Source: an optimization exercise on an open RTL-to-GDS flow (aim: small area, a short achievable clock period and few clock cycles). Production flows keep margins and buffers that such runs may drop. In this exercise RTL edits were held to simulation tests only and were not proved equivalent to the original.

==> run C <==
==> flow/design.v <==
module pjon_cipher (
    input  wire         clk,
    input  wire         rst,         
    input  wire [127:0] key,         
    input  wire         cmd_valid,
    input  wire         cmd_op,      
    input  wire         cmd_ivf,
    input  wire         cmd_side,    
    input  wire [7:0]   cmd_len,
    input  wire [31:0]  cmd_now,
    input  wire         buf_we,
    input  wire [6:0]   buf_addr,
    input  wire [7:0]   buf_wdata,
    output wire [7:0]   buf_rdata,
    output wire         busy,
    output reg          done,
    output reg          err,
    output reg  [7:0]   result
);
    localparam [1:0] S_IDLE  = 2'd0,
                     S_CRYPT = 2'd1,    
                     S_SRCH  = 2'd2,    
                     S_SCAN  = 2'd3;    
    reg [7:0]   mem [0:127];
    reg [383:0] sb;                     
    reg [95:0]  key_r;                  
    reg [1:0]   state;
    reg         op_r, ivf_r, side_r;
    reg [7:0]   n_r;
    reg [7:0]   x;                      
    reg         fetch;                  
    reg         pre_ph;                 
    reg [7:0]   cnt;                    
    reg         pv;                     
    reg [7:0]   c0, cand;               
    reg [7:0]   seen;
    reg [7:0]   plo, phi, pend_c;       
    reg [5:0]   ka, kj;                 
    reg         ks_run, ks_done;
    assign busy = (state != S_IDLE);
    wire [6:0] addr = busy ? cnt[6:0] : buf_addr;
    wire [7:0] pm   = (({1'b0, addr} >= plo) && ({1'b0, addr} < phi)) ? pend_c : 8'd0;
    wire       scrub = !busy && !buf_we && !cmd_valid && ({1'b0, buf_addr} == plo) && (plo < phi);
    wire [7:0] rdv  = mem[addr] ^ pm;
    assign buf_rdata = rdv;
    reg  [5:0] kb_r;                    
    reg  [5:0] t_q;                     
    wire [5:0] ka_nx = ka + 6'd1;
    reg  [5:0] s_b, s_t, kb;
    integer e;
    always @(*) begin
        s_t = 6'd0;
        kb  = 6'd0;
        for (e = 0; e < 64; e = e + 1)
            if (t_q == e) s_t = sb[6*e +: 6];
        for (e = 0; e < 16; e = e + 1)
            if (ka_nx[3:0] == e) kb = key_r[6*e +: 6];
    end
    wire [5:0] s_a = ks_run ? sb[5:0] : sb[11:6];
    wire [5:0] jb = kj + s_a + kb_r;    
    always @(*) begin
        s_b = 6'd0;
        for (e = 0; e < 64; e = e + 1)
            if (jb == e) s_b = sb[6*e +: 6];
    end
    wire [95:0] key6;
    genvar g;
    generate for (g = 0; g < 16; g = g + 1) begin : gk
        assign key6[6*g +: 6] = key[8*g +: 6];
    end endgenerate
    wire kdiff = (key6 != key_r);
    wire bad_len = cmd_op ? (cmd_len > 8'd128)
                 : (cmd_ivf & ~cmd_side) ? (cmd_len > 8'd127)
                 : (cmd_ivf &  cmd_side) ? (cmd_len == 8'd0 || cmd_len > 8'd128)
                 : (cmd_len > 8'd128);
    wire [7:0] len_m1 = cmd_len - 8'd1;
    wire [7:0] plen_in = (cmd_ivf && cmd_side) ? len_m1 : cmd_len;
    wire [7:0] tlo_in  = (plen_in > plo) ? plen_in : plo;
    wire [7:0] plen = n_r - {7'd0, ivf_r & side_r};
    wire [7:0] tlo  = (plen > plo) ? plen : plo;
    wire [11:0] m1 = {4'd0, cmd_now[7:0]} + {3'd0, cmd_now[15:8], 1'b0}
                   + {2'd0, cmd_now[23:16], 2'b0} + {1'd0, cmd_now[31:24], 3'b0};
    wire [8:0]  m2 = {1'b0, m1[7:0]} + {4'd0, m1[11:8], 1'b0};
    wire [7:0]  m3 = m2[7:0] + {6'd0, m2[8], 1'b0};
    wire [7:0]  iv_first = ((m3 >= 8'd254) ? m3 - 8'd254 : m3) + 8'd1;
    wire tail     = pre_ph && !fetch && (cnt < phi);
    wire pre_act  = pre_ph && (fetch || tail);
    wire pre_last = fetch ? !(tlo < phi) : (tail && (cnt + 8'd1 == phi));
    wire pre_free = !pre_act || pre_last;
    wire crypt    = (state == S_CRYPT);
    wire s1_go    = crypt && ks_done && pre_free && (pv ? (cnt + 8'd1 < plen) : (plen != 8'd0));
    wire p_last   = crypt && pv && (cnt + 8'd1 == plen);
    wire p_none   = crypt && (plen == 8'd0) && pre_free;
    wire [7:0] ks_out = rdv ^ ((ivf_r && (cnt + 8'd1 < n_r)) ? x : 8'd0) ^ {2'b00, s_t};
    wire [7:0] mv     = (state == S_SCAN) ? rdv : ks_out;
    wire       mv_en  = (state == S_SCAN) || (crypt && pv && ivf_r && !side_r);
    reg  [7:0] mv_r;
    reg        mv_v;
    wire [8:0] mdiff  = {1'b0, mv_r} - {1'b0, c0};
    wire [7:0] md     = mdiff[8] ? mdiff[7:0] - 8'd2 : mdiff[7:0];
    wire       mark   = mv_v && (mv_r != 8'd0) && (mv_r != 8'd255) && (md[7:3] == 5'd0);
    reg  [7:0] seen_s;
    always @(*) begin
        seen_s = seen;
        if (mark) seen_s[md[2:0]] = 1'b1;
    end
    wire       srch   = (state == S_SRCH);
    wire       found  = srch && !seen_s[0];
    wire       full   = &seen_s;
    wire [7:0] cand_nxt = (cand == 8'd254) ? 8'd1 : cand + 8'd1;
    wire [8:0] c0_p8  = {1'b0, c0} + 9'd8;
    wire [7:0] c0_nxt = (c0_p8 > 9'd254) ? c0_p8[7:0] - 8'd254 : c0_p8[7:0];
    wire restart = rst || (!busy && kdiff) || p_last;
    wire       mem_we = busy ? ((crypt && (tail || pv)) || (found && !op_r))
                             : (buf_we || scrub);
    wire [7:0] mem_wd = !busy ? (buf_we ? (buf_wdata ^ pm) : rdv)
                      : (state == S_SRCH) ? cand
                      : pv ? ks_out : rdv;
    always @(posedge clk)
        if (mem_we) mem[addr] <= mem_wd;
    wire step = ks_run || s1_go;
    always @(posedge clk) begin
        for (e = 0; e < 64; e = e + 1) begin
            if (restart)
                sb[6*e +: 6] <= e[5:0];
            else if (step) begin
                if ((e == 63 && ks_run) || (e == 0 && !ks_run))
                    sb[6*e +: 6] <= s_b;
                else if (jb == ((e + 1) % 64))
                    sb[6*e +: 6] <= s_a;
                else
                    sb[6*e +: 6] <= sb[6*((e + 1) % 64) +: 6];
            end
        end
    end
    always @(posedge clk) begin
        if (restart) begin
            key_r   <= key6;
            kb_r    <= key6[5:0];
            ka      <= 6'd0;
            kj      <= 6'd0;
            ks_run  <= 1'b1;
            ks_done <= 1'b0;
        end else if (step) begin
            ka   <= ka_nx;
            kj   <= jb - 6'd1;
            kb_r <= (ks_run && ka != 6'd63) ? kb : 6'd0;
            if (ks_run && ka == 6'd63) begin
                ks_run  <= 1'b0;
                ks_done <= 1'b1;
                kj      <= 6'd0;
            end
        end
    end
    always @(posedge clk) begin
        mv_r <= mv;
        mv_v <= busy && mv_en;
        if (!busy || (srch && full))
            seen <= 8'd0;
        else if (srch)
            seen <= {1'b0, seen_s[7:1]};
        else
            seen <= seen_s;
    end
    always @(posedge clk) begin
        done <= 1'b0;
        t_q  <= s_a + s_b - ka_nx;
        if (rst) begin
            state    <= S_IDLE;
            err      <= 1'b0;
            result   <= 8'd0;
            plo      <= 8'd0;
            phi      <= 8'd0;
        end else begin
            if (scrub) plo <= plo + 8'd1;
            case (state)
            S_IDLE: begin
                if (cmd_valid) begin
                    op_r   <= cmd_op;
                    ivf_r  <= cmd_ivf;
                    side_r <= cmd_side;
                    n_r    <= cmd_len;
                    c0     <= iv_first;
                    cand   <= iv_first;
                    pv     <= 1'b0;
                    if (bad_len) begin
                        err    <= 1'b1;
                        result <= 8'd0;
                        done   <= 1'b1;
                    end else begin
                        err <= 1'b0;
                        if (cmd_op) begin
                            cnt   <= 8'd0;
                            state <= (cmd_len == 8'd0) ? S_SRCH : S_SCAN;
                        end else begin
                            state <= S_CRYPT;
                            fetch <= cmd_ivf && cmd_len >= 8'd2;
                            pre_ph <= 1'b1;
                            cnt   <= (cmd_ivf && cmd_len >= 8'd2) ? len_m1 : tlo_in;
                        end
                    end
                end
            end
            S_CRYPT: begin
                if (fetch) begin
                    x     <= rdv;
                    fetch <= 1'b0;
                    cnt   <= tlo;
                end else if (tail) begin
                    cnt <= cnt + 8'd1;
                end
                if (s1_go) begin
                    pre_ph <= 1'b0;
                end
                pv <= s1_go;
                if (pv)
                    cnt <= cnt + 8'd1;
                else if (s1_go)
                    cnt <= 8'd0;
                if (p_last || p_none) begin
                    cnt <= n_r;
                    if (ivf_r && !side_r) begin
                        state    <= S_SRCH;
                        plo      <= 8'd0;    
                        phi      <= 8'd0;
                    end else begin
                        state  <= S_IDLE;
                        done   <= 1'b1;
                        result <= plen;
                        if (ivf_r && plen >= 8'd2) begin
                            plo      <= 8'd0;
                            phi      <= plen - 8'd1;
                            pend_c   <= ks_out;
                        end else begin
                            plo      <= 8'd0;
                            phi      <= 8'd0;
                        end
                    end
                end
            end
            S_SCAN: begin
                cnt <= cnt + 8'd1;
                if (cnt + 8'd1 == n_r) begin
                    cnt   <= n_r;
                    state <= S_SRCH;
                end
            end
            S_SRCH: begin
                if (full) begin
                    c0    <= c0_nxt;
                    cand  <= c0_nxt;
                    cnt   <= 8'd0;
                    state <= S_SCAN;
                end else if (!found) begin
                    cand <= cand_nxt;
                end else begin
                    state <= S_IDLE;
                    done  <= 1'b1;
                    if (op_r) begin
                        result <= cand;
                    end else begin
                        result   <= n_r + 8'd1;
                        plo      <= 8'd0;
                        phi      <= n_r;
                        pend_c   <= cand;
                    end
                end
            end
            endcase
        end
    end
endmodule
==> flow/flow/run.sh <==
#!/bin/bash
# Standard layout (the standard.sh: standard synthesis, floorplan, place,
# CTS, route, finish) with these changes:
# - a larger setup margin (7 ns) for ORFS's timing repair, so that the resizer
#   keeps improving the critical paths below the clock period;
# - no gate cloning (its clones can overload a driver after routing);
# - every port still gets a buffer, but a small one (buf_1) to start from;
#   timing repair upsizes those on critical paths.
set -euo pipefail
bash standard.sh SETUP_SLACK_MARGIN=7 SKIP_GATE_CLONING=1 \
    'BUFFER_PORTS_ARGS=-buffer_cell sky130_fd_sc_hd__buf_1' finish > standard_flow.log 2>&1
==> flow/standard.sh <==
#!/bin/bash
# synth_recipe.tcl (not shown) runs the flow's synth.tcl, then flattens the netlist and writes it again
# the make line also repeats each setting of config.mk as NAME=value (left out here)
make -C /OpenROAD-flow-scripts/flow DESIGN_CONFIG=/design/flow/config.mk WORK_HOME=/design/flow/orfs CLKGATE_MAP_FILE= SYNTH_SCRIPT=/design/flow/synth_recipe.tcl "${@:-finish}"
==> flow/config.mk <==
export PLATFORM = sky130hd
export DESIGN_NAME = pjon_cipher
export DESIGN_NICKNAME = pjon_cipher
export VERILOG_FILES = /design/flow/design.v
export SDC_FILE = /design/flow/constraint.sdc
export NUM_CORES = 4
export LEC_CHECK = 0
export ABC_AREA = 1
export CAP_MARGIN = 30
export CORE_MARGIN = 2
export CORE_UTILIZATION = 45
export CTS_CLUSTER_DIAMETER = 80
export CTS_CLUSTER_SIZE = 20
export SLEW_MARGIN = 30
==> flow/constraint.sdc <==
create_clock -name core_clock -period 17.0 [get_ports {clk}]
set_input_delay 3.4000 -clock core_clock [delete_from_list [all_inputs] [get_ports {clk}]]
set_output_delay 3.4000 -clock core_clock [all_outputs]
set_load 0.01 [all_outputs]
==> run R (differences from run C) <==
--- a/flow/design.v
+++ b/flow/design.v
@@ -27,25 +27,28 @@
     reg [1:0]   state;
     reg         op_r, ivf_r, side_r;
     reg [7:0]   n_r;
+    reg [7:0]   plen;                   
+    reg [7:0]   xlim;                   
     reg [7:0]   x;                      
     reg         fetch;                  
     reg         pre_ph;                 
     reg [7:0]   cnt;                    
+    reg [7:0]   k1;                     
     reg         pv;                     
     reg [7:0]   c0, cand;               
     reg [7:0]   seen;
-    reg [7:0]   plo, phi, pend_c;       
+    reg [7:0]   pend_len, pend_c;
     reg [5:0]   ka, kj;                 
     reg         ks_run, ks_done;
     assign busy = (state != S_IDLE);
     wire [6:0] addr = busy ? cnt[6:0] : buf_addr;
-    wire [7:0] pm   = (({1'b0, addr} >= plo) && ({1'b0, addr} < phi)) ? pend_c : 8'd0;
-    wire       scrub = !busy && !buf_we && !cmd_valid && ({1'b0, buf_addr} == plo) && (plo < phi);
+    wire [7:0] pm   = ({1'b0, addr} < pend_len) ? pend_c : 8'd0;
     wire [7:0] rdv  = mem[addr] ^ pm;
     assign buf_rdata = rdv;
     reg  [5:0] kb_r;                    
-    reg  [5:0] t_q;                     
+    reg  [5:0] ta_r, tb_r;              
     wire [5:0] ka_nx = ka + 6'd1;
+    wire [5:0] t_q = ta_r + tb_r - ka;  
     reg  [5:0] s_b, s_t, kb;
     integer e;
     always @(*) begin
@@ -74,24 +77,20 @@
                  : (cmd_ivf &  cmd_side) ? (cmd_len == 8'd0 || cmd_len > 8'd128)
                  : (cmd_len > 8'd128);
     wire [7:0] len_m1 = cmd_len - 8'd1;
-    wire [7:0] plen_in = (cmd_ivf && cmd_side) ? len_m1 : cmd_len;
-    wire [7:0] tlo_in  = (plen_in > plo) ? plen_in : plo;
-    wire [7:0] plen = n_r - {7'd0, ivf_r & side_r};
-    wire [7:0] tlo  = (plen > plo) ? plen : plo;
     wire [11:0] m1 = {4'd0, cmd_now[7:0]} + {3'd0, cmd_now[15:8], 1'b0}
                    + {2'd0, cmd_now[23:16], 2'b0} + {1'd0, cmd_now[31:24], 3'b0};
     wire [8:0]  m2 = {1'b0, m1[7:0]} + {4'd0, m1[11:8], 1'b0};
     wire [7:0]  m3 = m2[7:0] + {6'd0, m2[8], 1'b0};
     wire [7:0]  iv_first = ((m3 >= 8'd254) ? m3 - 8'd254 : m3) + 8'd1;
-    wire tail     = pre_ph && !fetch && (cnt < phi);
+    wire tail     = pre_ph && !fetch && (cnt < pend_len);
     wire pre_act  = pre_ph && (fetch || tail);
-    wire pre_last = fetch ? !(tlo < phi) : (tail && (cnt + 8'd1 == phi));
+    wire pre_last = fetch ? !(plen < pend_len) : (tail && (cnt + 8'd1 == pend_len));
     wire pre_free = !pre_act || pre_last;
     wire crypt    = (state == S_CRYPT);
-    wire s1_go    = crypt && ks_done && pre_free && (pv ? (cnt + 8'd1 < plen) : (plen != 8'd0));
+    wire s1_go    = crypt && ks_done && (k1 < plen) && pre_free;
     wire p_last   = crypt && pv && (cnt + 8'd1 == plen);
     wire p_none   = crypt && (plen == 8'd0) && pre_free;
-    wire [7:0] ks_out = rdv ^ ((ivf_r && (cnt + 8'd1 < n_r)) ? x : 8'd0) ^ {2'b00, s_t};
+    wire [7:0] ks_out = rdv ^ ((cnt < xlim) ? x : 8'd0) ^ {2'b00, s_t};
     wire [7:0] mv     = (state == S_SCAN) ? rdv : ks_out;
     wire       mv_en  = (state == S_SCAN) || (crypt && pv && ivf_r && !side_r);
     reg  [7:0] mv_r;
@@ -112,8 +111,8 @@
     wire [7:0] c0_nxt = (c0_p8 > 9'd254) ? c0_p8[7:0] - 8'd254 : c0_p8[7:0];
     wire restart = rst || (!busy && kdiff) || p_last;
     wire       mem_we = busy ? ((crypt && (tail || pv)) || (found && !op_r))
-                             : (buf_we || scrub);
-    wire [7:0] mem_wd = !busy ? (buf_we ? (buf_wdata ^ pm) : rdv)
+                             : buf_we;
+    wire [7:0] mem_wd = !busy ? (buf_wdata ^ pm)
                       : (state == S_SRCH) ? cand
                       : pv ? ks_out : rdv;
     always @(posedge clk)
@@ -164,15 +163,14 @@
     end
     always @(posedge clk) begin
         done <= 1'b0;
-        t_q  <= s_a + s_b - ka_nx;
+        ta_r <= s_a;
+        tb_r <= s_b;
         if (rst) begin
             state    <= S_IDLE;
             err      <= 1'b0;
             result   <= 8'd0;
-            plo      <= 8'd0;
-            phi      <= 8'd0;
+            pend_len <= 8'd0;
         end else begin
-            if (scrub) plo <= plo + 8'd1;
             case (state)
             S_IDLE: begin
                 if (cmd_valid) begin
@@ -182,6 +180,7 @@
                     n_r    <= cmd_len;
                     c0     <= iv_first;
                     cand   <= iv_first;
+                    k1     <= 8'd0;
                     pv     <= 1'b0;
                     if (bad_len) begin
                         err    <= 1'b1;
@@ -194,9 +193,12 @@
                             state <= (cmd_len == 8'd0) ? S_SRCH : S_SCAN;
                         end else begin
                             state <= S_CRYPT;
+                            plen  <= (cmd_ivf && cmd_side) ? len_m1 : cmd_len;
+                            xlim  <= (cmd_ivf && cmd_len >= 8'd2) ? len_m1 : 8'd0;
                             fetch <= cmd_ivf && cmd_len >= 8'd2;
                             pre_ph <= 1'b1;
-                            cnt   <= (cmd_ivf && cmd_len >= 8'd2) ? len_m1 : tlo_in;
+                            cnt   <= (cmd_ivf && cmd_len >= 8'd2) ? len_m1
+                                   : (cmd_ivf && cmd_side) ? len_m1 : cmd_len;
                         end
                     end
                 end
@@ -205,11 +207,12 @@
                 if (fetch) begin
                     x     <= rdv;
                     fetch <= 1'b0;
-                    cnt   <= tlo;
+                    cnt   <= plen;
                 end else if (tail) begin
                     cnt <= cnt + 8'd1;
                 end
                 if (s1_go) begin
+                    k1     <= k1 + 8'd1;
                     pre_ph <= 1'b0;
                 end
                 pv <= s1_go;
@@ -221,19 +224,16 @@
                     cnt <= n_r;
                     if (ivf_r && !side_r) begin
                         state    <= S_SRCH;
-                        plo      <= 8'd0;    
-                        phi      <= 8'd0;
+                        pend_len <= 8'd0;    
                     end else begin
                         state  <= S_IDLE;
                         done   <= 1'b1;
                         result <= plen;
                         if (ivf_r && plen >= 8'd2) begin
-                            plo      <= 8'd0;
-                            phi      <= plen - 8'd1;
+                            pend_len <= plen - 8'd1;
                             pend_c   <= ks_out;
                         end else begin
-                            plo      <= 8'd0;
-                            phi      <= 8'd0;
+                            pend_len <= 8'd0;
                         end
                     end
                 end
@@ -260,8 +260,7 @@
                         result <= cand;
                     end else begin
                         result   <= n_r + 8'd1;
-                        plo      <= 8'd0;
-                        phi      <= n_r;
+                        pend_len <= n_r;
                         pend_c   <= cand;
                     end
                 end
==> flow/flow/run.sh (replaced) <==
#!/bin/bash
# Standard layout (the standard.sh: standard synthesis, floorplan, place,
# CTS, route, finish), with a larger setup margin for ORFS's timing repair so
# that the resizer keeps improving the critical paths below the clock period.
set -euo pipefail
bash standard.sh SETUP_SLACK_MARGIN=8 finish > standard_flow.log 2>&1
- CAP_MARGIN: 30 -> 20
- CORE_UTILIZATION: 45 -> 60
- CTS_CLUSTER_DIAMETER: 80 -> unset
- CTS_CLUSTER_SIZE: 20 -> unset
- SLEW_MARGIN: 30 -> 20
==> qor summary <==
metric                                                                                                      run R                run C
Number of DRC markers after the initial detailed-route iteration                                             8296                 7185
Combined flip-flop and latch cell area                                                                0.04511 mm2          0.04442 mm2
Number of antenna diodes                                                                                        2                    1
Core occupancy in the finished layout                                                                      71.46%               51.03%
Average detailed-routed wire length per instance                                                         25.54 um             23.92 um
Highest clock frequency the design can meet                                                             98.92 MHz            98.43 MHz
Routability cong.                                                                                          0.9400               0.9351
Status                                                                                   finished with violations       finished clean
Violated checks                                                   max-capacitance violations, max-slew violations                    -
Die height                                                                                               365.1 um             422.8 um
Worst path bufs/invs                                                                                            6                    7
Number of CTS-inserted buffers                                                                                172                  101
Least setup slack across all paths after layout                                                           6890 ps              6840 ps
Fraction of area in registers                                                                              48.75%               50.03%
Critical register-to-register path startpoint                                                  ka[2]$_SDFFE_PP0P_  ks_run$_SDFFE_PP1P_
Placeable Area                                                                                         0.1295 mm2           0.1740 mm2
Routed via count divided by cell count                                                                      6.351                5.928
Post-synth design cell area                                                                           0.07825 mm2          0.07893 mm2
Met3 wirelength from detailed routing                                                                    27790 um             20290 um
Testbench counts of run C, summed over its fixed seeds: cycles 57,669.
Testbench counts of run R, summed over its fixed seeds: cycles 59,781.

-- re-timing with driven ports --
The flow's constraints put no driver on any port. The routed layouts listed below were extracted and timed again, unchanged, in two steps.
Step 1 sets driving cells, clkbuf_16 on the clock port and buf_2 on the other inputs (assumed; they add their load-dependent delay and slew).
Step 2 adds t to the input delays and takes it off the output delays; t is the mean of the earliest and latest rising clock arrival at the registers after step 1. Input paths then give back, and output paths get back, about the clock's delay inside the block.
a / b / c = ideal ports / drivers / drivers and shift; a / b = the first two.
| run | t (ns) | setup slack, ns | latest minus earliest clock arrival (ns) |
|---|---|---|---|
| run C | 0.843 | 6.840 / 6.705 / 6.705 | 0.094 / 0.095 |
| run R | 0.888 | 6.890 / 6.853 / 6.853 | 0.054 / 0.054 |
For run C, which loses most, drivers alone change the setup slack by -0.135 ns; drivers and shift together by -0.135 ns.
